This design comes from an exercise in tuning for small area, a short achievable clock period and few clock cycles per item on the open sky130 flow, not from production work.
Only simulation tests tie the RTL to the original design; equivalence was not proved.

Setup of rev 12:
==> flow/design.v <==
module ax12_framer (
    input  wire        clk,
    input  wire        rst,
    input  wire        cmd_valid,
    output wire        cmd_ready,
    input  wire [7:0]  cmd_code,
    input  wire [7:0]  cmd_id,
    input  wire [7:0]  cmd_opc,
    input  wire [15:0] cmd_len,
    input  wire        in_valid,
    output wire        in_ready,
    input  wire [7:0]  in_data,
    output wire        out_valid,
    input  wire        out_ready,
    output wire [7:0]  out_data,
    output wire        res_valid,
    output reg  [7:0]  res_code,
    output reg  [7:0]  csum,
    output reg  [7:0]  rid,
    output reg  [7:0]  rerr,
    output reg  [7:0]  qn
);
    localparam [7:0] RC_OK = 8'h00,
                     RC_CS_SHORT = 8'h10, RC_CS_ID = 8'h11, RC_CS_LENGTH = 8'h12,
                     RC_BAD_OPCODE = 8'h30, RC_PARAM_COUNT = 8'h31,
                     RC_ID_RANGE = 8'h32, RC_PAYLOAD_LONG = 8'h33,
                     RC_FRAME_SHORT = 8'h40, RC_BAD_HEADER = 8'h41,
                     RC_BAD_LENGTH = 8'h42, RC_BAD_CHECKSUM = 8'h43,
                     RC_BAD_ID = 8'h44, RC_BAD_REPLY_ID = 8'h45,
                     RC_BAD_COMMAND = 8'h50;
    function [7:0] add8(input [7:0] a, input [7:0] b);
        reg [7:0] g, p, g1, p1, g2, p2, g3;
        integer i;
        begin
            g = a & b;
            p = a ^ b;
            for (i = 0; i < 8; i = i + 1) begin
                g1[i] = (i >= 1) ? (g[i] | (p[i] & g[i-1])) : g[i];
                p1[i] = (i >= 1) ? (p[i] & p[i-1]) : p[i];
            end
            for (i = 0; i < 8; i = i + 1) begin
                g2[i] = (i >= 2) ? (g1[i] | (p1[i] & g1[i-2])) : g1[i];
                p2[i] = (i >= 2) ? (p1[i] & p1[i-2]) : p1[i];
            end
            for (i = 0; i < 8; i = i + 1)
                g3[i] = (i >= 4) ? (g2[i] | (p2[i] & g2[i-4])) : g2[i];
            add8 = p ^ {g3[6:0], 1'b0};
        end
    endfunction
    reg        st_idle, st_chk, st_hdr, st_data, st_cs, st_res;    
    reg        c_chk, c_fb, c_bld, c_dec, c_pst;    
    reg [15:0] cnt;           
    reg        f_q;           
    reg [2:0]  pos;           
    reg [7:0]  acc;           
    reg [7:0]  ta;            
    reg [7:0]  tb;            
    reg        f_short;       
    reg        f_a;           
    reg        f_b;           
    reg [7:0]  obuf;
    reg        ovalid;
    reg [7:0]  sbuf;          
    reg        svalid;
    wire       hi0      = (cmd_len[15:8] == 8'd0);
    wire [7:0] lo       = cmd_len[7:0];
    wire       lo_hi0   = (lo[7:3] == 5'd0);                
    wire       len_zero = hi0 && lo_hi0 && (lo[2:0] == 3'd0);
    wire       len_two  = hi0 && lo_hi0 && (lo[2:0] == 3'd2);
    wire       lo_ge2   = !(lo_hi0 && lo[2:1] == 2'd0);
    wire       lo_ge4   = !(lo_hi0 && !lo[2]);
    wire       lo_le253 = (lo[7:1] != 7'h7F);
    wire       id_ff    = (cmd_id == 8'hFF);
    reg        opc_known, pc_ok;
    always @(*) begin
        opc_known = 1'b1;
        pc_ok = 1'b0;
        case (cmd_opc)
            8'h01, 8'h05, 8'h06: pc_ok = len_zero;
            8'h02:               pc_ok = len_two;
            8'h03, 8'h04:        pc_ok = hi0 && lo_ge2 && lo_le253;
            8'h83:               pc_ok = hi0 && lo_ge4 && lo_le253;
            default:             opc_known = 1'b0;
        endcase
    end
    wire is_chk_c = (cmd_code == 8'h01);
    wire is_enc_c = (cmd_code == 8'h02);
    wire is_dec_c = (cmd_code == 8'h03);
    wire is_bld_c = (cmd_code == 8'h04);
    wire is_pst_c = (cmd_code == 8'h05);
    wire fb_ok   = !id_ff && ((is_enc_c && hi0 && lo != 8'hFF && !len_zero) ||
                              (is_bld_c && opc_known && pc_ok));
    wire sdp_go  = (is_chk_c || is_dec_c || is_pst_c) && !len_zero;
    wire acc_short = hi0 && lo_hi0 && (is_chk_c ? (lo[2:0] < 3'd3) : (lo[2:0] < 3'd6));
    wire start     = st_idle && cmd_valid;
    wire r_hi0 = (cnt[15:8] == 8'd0);
    reg  r_opc_known;
    always @(*) begin
        case (tb)
            8'h01, 8'h02, 8'h03, 8'h04, 8'h05, 8'h06, 8'h83: r_opc_known = 1'b1;
            default: r_opc_known = 1'b0;
        endcase
    end
    reg [7:0] chk_rc;
    always @(*) begin
        if (c_chk)                        chk_rc = RC_CS_SHORT;
        else if (c_dec || c_pst)          chk_rc = RC_FRAME_SHORT;
        else if (c_bld) begin
            if (!r_opc_known)             chk_rc = RC_BAD_OPCODE;
            else if (ta == 8'hFF)         chk_rc = RC_ID_RANGE;
            else                          chk_rc = RC_PARAM_COUNT;
        end else if (c_fb) begin
            if (ta == 8'hFF)              chk_rc = RC_ID_RANGE;
            else if (!r_hi0 || cnt[7:0] == 8'hFF) chk_rc = RC_PAYLOAD_LONG;
            else                          chk_rc = RC_CS_SHORT;
        end else                          chk_rc = RC_BAD_COMMAND;
    end
    wire        ofree   = !ovalid || out_ready;      
    wire        take    = st_data && !svalid && in_valid;
    wire        last_in = (cnt[7:0] == 8'd1) && (f_q || cnt[15:8] == 8'd0);
    wire [15:0] cnt_m1  = cnt - 16'd1;
    wire [7:0] flen = cnt[7:0] + (c_bld ? 8'd2 : 8'd1);
    reg  [7:0] hdr_byte;
    always @(*) begin
        case (pos)
            3'd1:    hdr_byte = 8'hFF;
            3'd2:    hdr_byte = ta;
            3'd3:    hdr_byte = sbuf;      
            default: hdr_byte = tb;
        endcase
    end
    wire hdr_last = c_bld ? (pos == 3'd4) : (pos == 3'd3);
    wire [7:0] nb      = st_data ? in_data : hdr_byte;
    wire [7:0] acc_sum = add8(acc, nb);
    wire fwd = c_fb || (((c_dec && pos >= 3'd4) || (c_pst && pos >= 3'd5)) && !last_in);
    wire len_ok = (cnt == {8'd0, sbuf});
    wire chk_ok = (in_data == ~acc);
    reg [7:0] pre_rc, good_rc;
    reg       pre_bad;
    always @(*) begin
        pre_bad = 1'b1;
        if (f_short)             pre_rc = c_chk ? RC_CS_SHORT : RC_FRAME_SHORT;
        else if (f_a)            pre_rc = c_chk ? RC_CS_ID : RC_BAD_HEADER;
        else if (f_b)            pre_rc = c_chk ? RC_CS_LENGTH : RC_BAD_LENGTH;
        else if (!c_chk && ta == 8'hFF) pre_rc = RC_BAD_ID;
        else begin
            pre_rc  = RC_OK;
            pre_bad = 1'b0;
        end
        if (c_dec)               good_rc = RC_OK;
        else if (ta == 8'hFE)    good_rc = RC_BAD_REPLY_ID;
        else if (tb[6])          good_rc = 8'h26;
        else if (tb[5])          good_rc = 8'h25;
        else if (tb[4])          good_rc = 8'h24;
        else if (tb[3])          good_rc = 8'h23;
        else if (tb[2])          good_rc = 8'h22;
        else if (tb[1])          good_rc = 8'h21;
        else if (tb[0])          good_rc = 8'h20;
        else                     good_rc = RC_OK;
    end
    wire       frame_pre = !pre_bad && !c_chk && (c_dec || ta != 8'hFE);
    wire [7:0] fin_rc    = (pre_bad || c_chk) ? pre_rc : (chk_ok ? good_rc : RC_BAD_CHECKSUM);
    wire       fin_frame = frame_pre && chk_ok;
    assign cmd_ready = st_idle;
    assign in_ready  = st_data && !svalid;
    assign out_valid = ovalid;
    assign out_data  = obuf;
    assign res_valid = st_res && !ovalid && !svalid;
    always @(posedge clk) begin
        if (rst) begin
            st_idle  <= 1'b1;
            st_chk   <= 1'b0;
            st_hdr   <= 1'b0;
            st_data  <= 1'b0;
            st_cs    <= 1'b0;
            st_res   <= 1'b0;
            ovalid   <= 1'b0;
            svalid   <= 1'b0;
            res_code <= 8'd0;
            csum     <= 8'd0;
            rid      <= 8'd0;
            rerr     <= 8'd0;
            qn       <= 8'd0;
        end else begin
            if (ofree) begin
                if (svalid) begin
                    obuf   <= sbuf;
                    ovalid <= 1'b1;
                    svalid <= 1'b0;
                end else if (take && fwd) begin
                    obuf   <= in_data;
                    ovalid <= 1'b1;
                end else if (st_hdr) begin
                    obuf   <= hdr_byte;
                    ovalid <= 1'b1;
                end else if (st_cs) begin
                    obuf   <= ~acc;
                    ovalid <= 1'b1;
                end else if (start) begin
                    obuf   <= 8'hFF;
                    ovalid <= fb_ok;
                end else begin
                    ovalid <= 1'b0;
                end
            end else if (take && fwd) begin
                sbuf   <= in_data;
                svalid <= 1'b1;
            end
            if (take && c_fb == 1'b0 && pos == 3'd3)
                sbuf <= in_data;
            if (st_hdr && pos == 3'd1)
                sbuf <= flen;
            if (start) begin
                c_chk   <= is_chk_c;
                c_fb    <= is_enc_c || is_bld_c;
                c_bld   <= is_bld_c;
                c_dec   <= is_dec_c;
                c_pst   <= is_pst_c;
                cnt     <= cmd_len;
                f_q     <= 1'b0;
                ta      <= cmd_id;
                tb      <= cmd_opc;
                acc     <= (is_enc_c || is_bld_c) ? 8'h01 : is_chk_c ? 8'h00 : 8'h02;
                f_short <= acc_short;
                res_code <= RC_OK;
                st_idle <= 1'b0;
                st_hdr  <= fb_ok;
                st_data <= sdp_go;
                st_chk  <= !fb_ok && !sdp_go;
                pos     <= (is_enc_c || is_bld_c) ? 3'd1 : 3'd0;
            end
            if (st_chk) begin
                res_code <= chk_rc;
                st_chk   <= 1'b0;
                st_res   <= 1'b1;
            end
            if (st_hdr && ofree) begin
                acc <= acc_sum;
                pos <= pos + 3'd1;
                if (hdr_last) begin
                    st_hdr <= 1'b0;
                    if (cnt == 16'd0) st_cs   <= 1'b1;
                    else              st_data <= 1'b1;
                end
            end
            if (take) begin
                acc <= acc_sum;
                cnt <= cnt_m1;
                if (pos != 3'd7)
                    pos <= pos + 3'd1;
                case (pos)
                    3'd0: f_a <= c_chk ? (in_data == 8'hFF) : (in_data != 8'hFF);
                    3'd1: begin
                        if (c_chk) f_b <= (cnt != {8'd0, in_data});
                        else       f_a <= f_a || (in_data != 8'hFF);
                    end
                    3'd2: ta <= in_data;
                    3'd4: begin
                        if (c_dec || c_pst) begin
                            tb  <= in_data;
                            f_b <= !len_ok;
                            if (len_ok) begin
                                f_q       <= 1'b1;
                                cnt[15:8] <= sbuf - (c_pst ? 8'd2 : 8'd1);
                            end
                        end
                    end
                    default: ;
                endcase
                if (last_in) begin
                    st_data <= 1'b0;
                    if (c_fb) begin
                        st_cs <= 1'b1;
                    end else begin
                        st_res   <= 1'b1;
                        res_code <= fin_rc;
                        if (c_chk && !pre_bad) csum <= ~acc_sum;
                        if (fin_frame) begin
                            rid <= ta;
                            qn  <= cnt[15:8];
                        end
                        if (fin_frame && c_pst) rerr <= tb;
                    end
                end
            end
            if (st_cs && ofree && !svalid) begin
                csum   <= ~acc;
                st_cs  <= 1'b0;
                st_res <= 1'b1;
            end
            if (st_res && !ovalid && !svalid) begin
                st_res  <= 1'b0;
                st_idle <= 1'b1;
            end
        end
    end
endmodule
clock: 8.0 ns
lec_check: 0
cap_margin: 20
core_margin: 2
core_utilization: 40
setup_slack_margin: 5.0
slew_margin: 20
standard.sh (not shown) runs the stock make flow with config.mk's settings and CLKGATE_MAP_FILE= SYNTH_SCRIPT=/design/flow/synth_recipe.tcl, a recipe that flattens the netlist after the stock synthesis.
==> flow/flow/run.sh <==
#!/bin/bash
# Standard layout, with plain buffers (rather than delay buffers) on the ports.
set -euo pipefail
export BUFFER_PORTS_ARGS="-buffer_cell sky130_fd_sc_hd__buf_2"
bash standard.sh > standard.log 2>&1
Rev 12 finished every stage and its layout cleared the timing, DRC and antenna checks.
Testbench counts of rev 12, summed over its fixed seeds: cycles 25,748, commands 2,400.
Input-level comparison between rev 13 and rev 12:
--- a/flow/design.v
+++ b/flow/design.v
@@ -47,7 +47,8 @@
             add8 = p ^ {g3[6:0], 1'b0};
         end
     endfunction
-    reg        st_idle, st_chk, st_hdr, st_data, st_cs, st_res;    
+    reg        st_idle, st_hdr, st_data, st_cs, st_res;
+    wire       st_chk = !(st_idle || st_hdr || st_data || st_cs || st_res);
     reg        c_chk, c_fb, c_bld, c_dec, c_pst;    
     reg [15:0] cnt;           
     reg        f_q;           
@@ -62,6 +63,7 @@
     reg        ovalid;
     reg [7:0]  sbuf;          
     reg        svalid;
+    reg [7:0]  rc;            
     wire       hi0      = (cmd_len[15:8] == 8'd0);
     wire [7:0] lo       = cmd_len[7:0];
     wire       lo_hi0   = (lo[7:3] == 5'd0);                
@@ -161,6 +163,7 @@
     wire       frame_pre = !pre_bad && !c_chk && (c_dec || ta != 8'hFE);
     wire [7:0] fin_rc    = (pre_bad || c_chk) ? pre_rc : (chk_ok ? good_rc : RC_BAD_CHECKSUM);
     wire       fin_frame = frame_pre && chk_ok;
+    always @(*) res_code = {1'b0, rc[6:4], 1'b0, rc[2:0]};
     assign cmd_ready = st_idle;
     assign in_ready  = st_data && !svalid;
     assign out_valid = ovalid;
@@ -169,14 +172,13 @@
     always @(posedge clk) begin
         if (rst) begin
             st_idle  <= 1'b1;
-            st_chk   <= 1'b0;
             st_hdr   <= 1'b0;
             st_data  <= 1'b0;
             st_cs    <= 1'b0;
             st_res   <= 1'b0;
             ovalid   <= 1'b0;
             svalid   <= 1'b0;
-            res_code <= 8'd0;
+            rc <= 8'd0;
             csum     <= 8'd0;
             rid      <= 8'd0;
             rerr     <= 8'd0;
@@ -222,17 +224,15 @@
                 tb      <= cmd_opc;
                 acc     <= (is_enc_c || is_bld_c) ? 8'h01 : is_chk_c ? 8'h00 : 8'h02;
                 f_short <= acc_short;
-                res_code <= RC_OK;
+                rc <= RC_OK;
                 st_idle <= 1'b0;
                 st_hdr  <= fb_ok;
                 st_data <= sdp_go;
-                st_chk  <= !fb_ok && !sdp_go;
                 pos     <= (is_enc_c || is_bld_c) ? 3'd1 : 3'd0;
             end
             if (st_chk) begin
-                res_code <= chk_rc;
-                st_chk   <= 1'b0;
-                st_res   <= 1'b1;
+                rc <= chk_rc;
+                    st_res   <= 1'b1;
             end
             if (st_hdr && ofree) begin
                 acc <= acc_sum;
@@ -273,7 +273,7 @@
                         st_cs <= 1'b1;
                     end else begin
                         st_res   <= 1'b1;
-                        res_code <= fin_rc;
+                        rc <= fin_rc;
                         if (c_chk && !pre_bad) csum <= ~acc_sum;
                         if (fin_frame) begin
                             rid <= ta;
[summary]
- The final reports for rev 13 and rev 12 show layout cell share with drive strength beyond 1 higher in the former.
- Rev 12 → rev 13: wire length of the first global-routing pass has decreased; fraction of the mapped netlist area in compound gates has decreased; routed via count has decreased; routing usage on met2 has increased; maximum fanout along the worst path has increased.
- On total length of routed met3 wires, the lower figure sits with rev 13, not rev 12.
- Changes observed in rev 13 relative to rev 12: max-slew headroom at the worst pin increased 26 points; largest net degree at the start of global routing increased by about 2% relative to the old numbers.
- Compared rev 13 against rev 12; worst-case setup margin in the final layout within noise.
- Critical path's largest stage delay, rev 13 and rev 12: lower on rev 12
Testbench counts of rev 13, summed over its fixed seeds: cycles 25,748, commands 2,400.

==> port drivers added, routing unchanged <==
How much do the figures lean on ideal ports? The routed layouts below were timed once more, with nothing changed but the port constraints. Step 1, drivers: a clkbuf_16 drives clk and a buf_2 each remaining input, both assumed. Step 2 moves the port delays by t, midway between the first and last clock arrival at a register: inputs arrive t later, outputs are due t later. That takes back most of the time a late clock gives input paths. a / b / c = ideal / step 1 / step 2; a / b = the first two.
run | t (ns) | setup slack, ns | worst hold slack (ns) | slew at the worst register clock pin (ns) | worst slew at a driven data input, ns
rev 12 | 0.470 | 4.841 / 4.841 / 4.434 | 0.448 / 0.448 / 0.448 | 0.06 / 0.06 | 0.05
rev 13 | 0.468 | 4.843 / 4.843 / 4.496 | 0.474 / 0.474 / 0.474 | 0.06 / 0.06 | 0.05
After both steps setup and hold are still met in every run listed. For rev 12, which loses most, drivers alone change the setup slack by 0.000 ns; drivers and shift together by -0.407 ns.
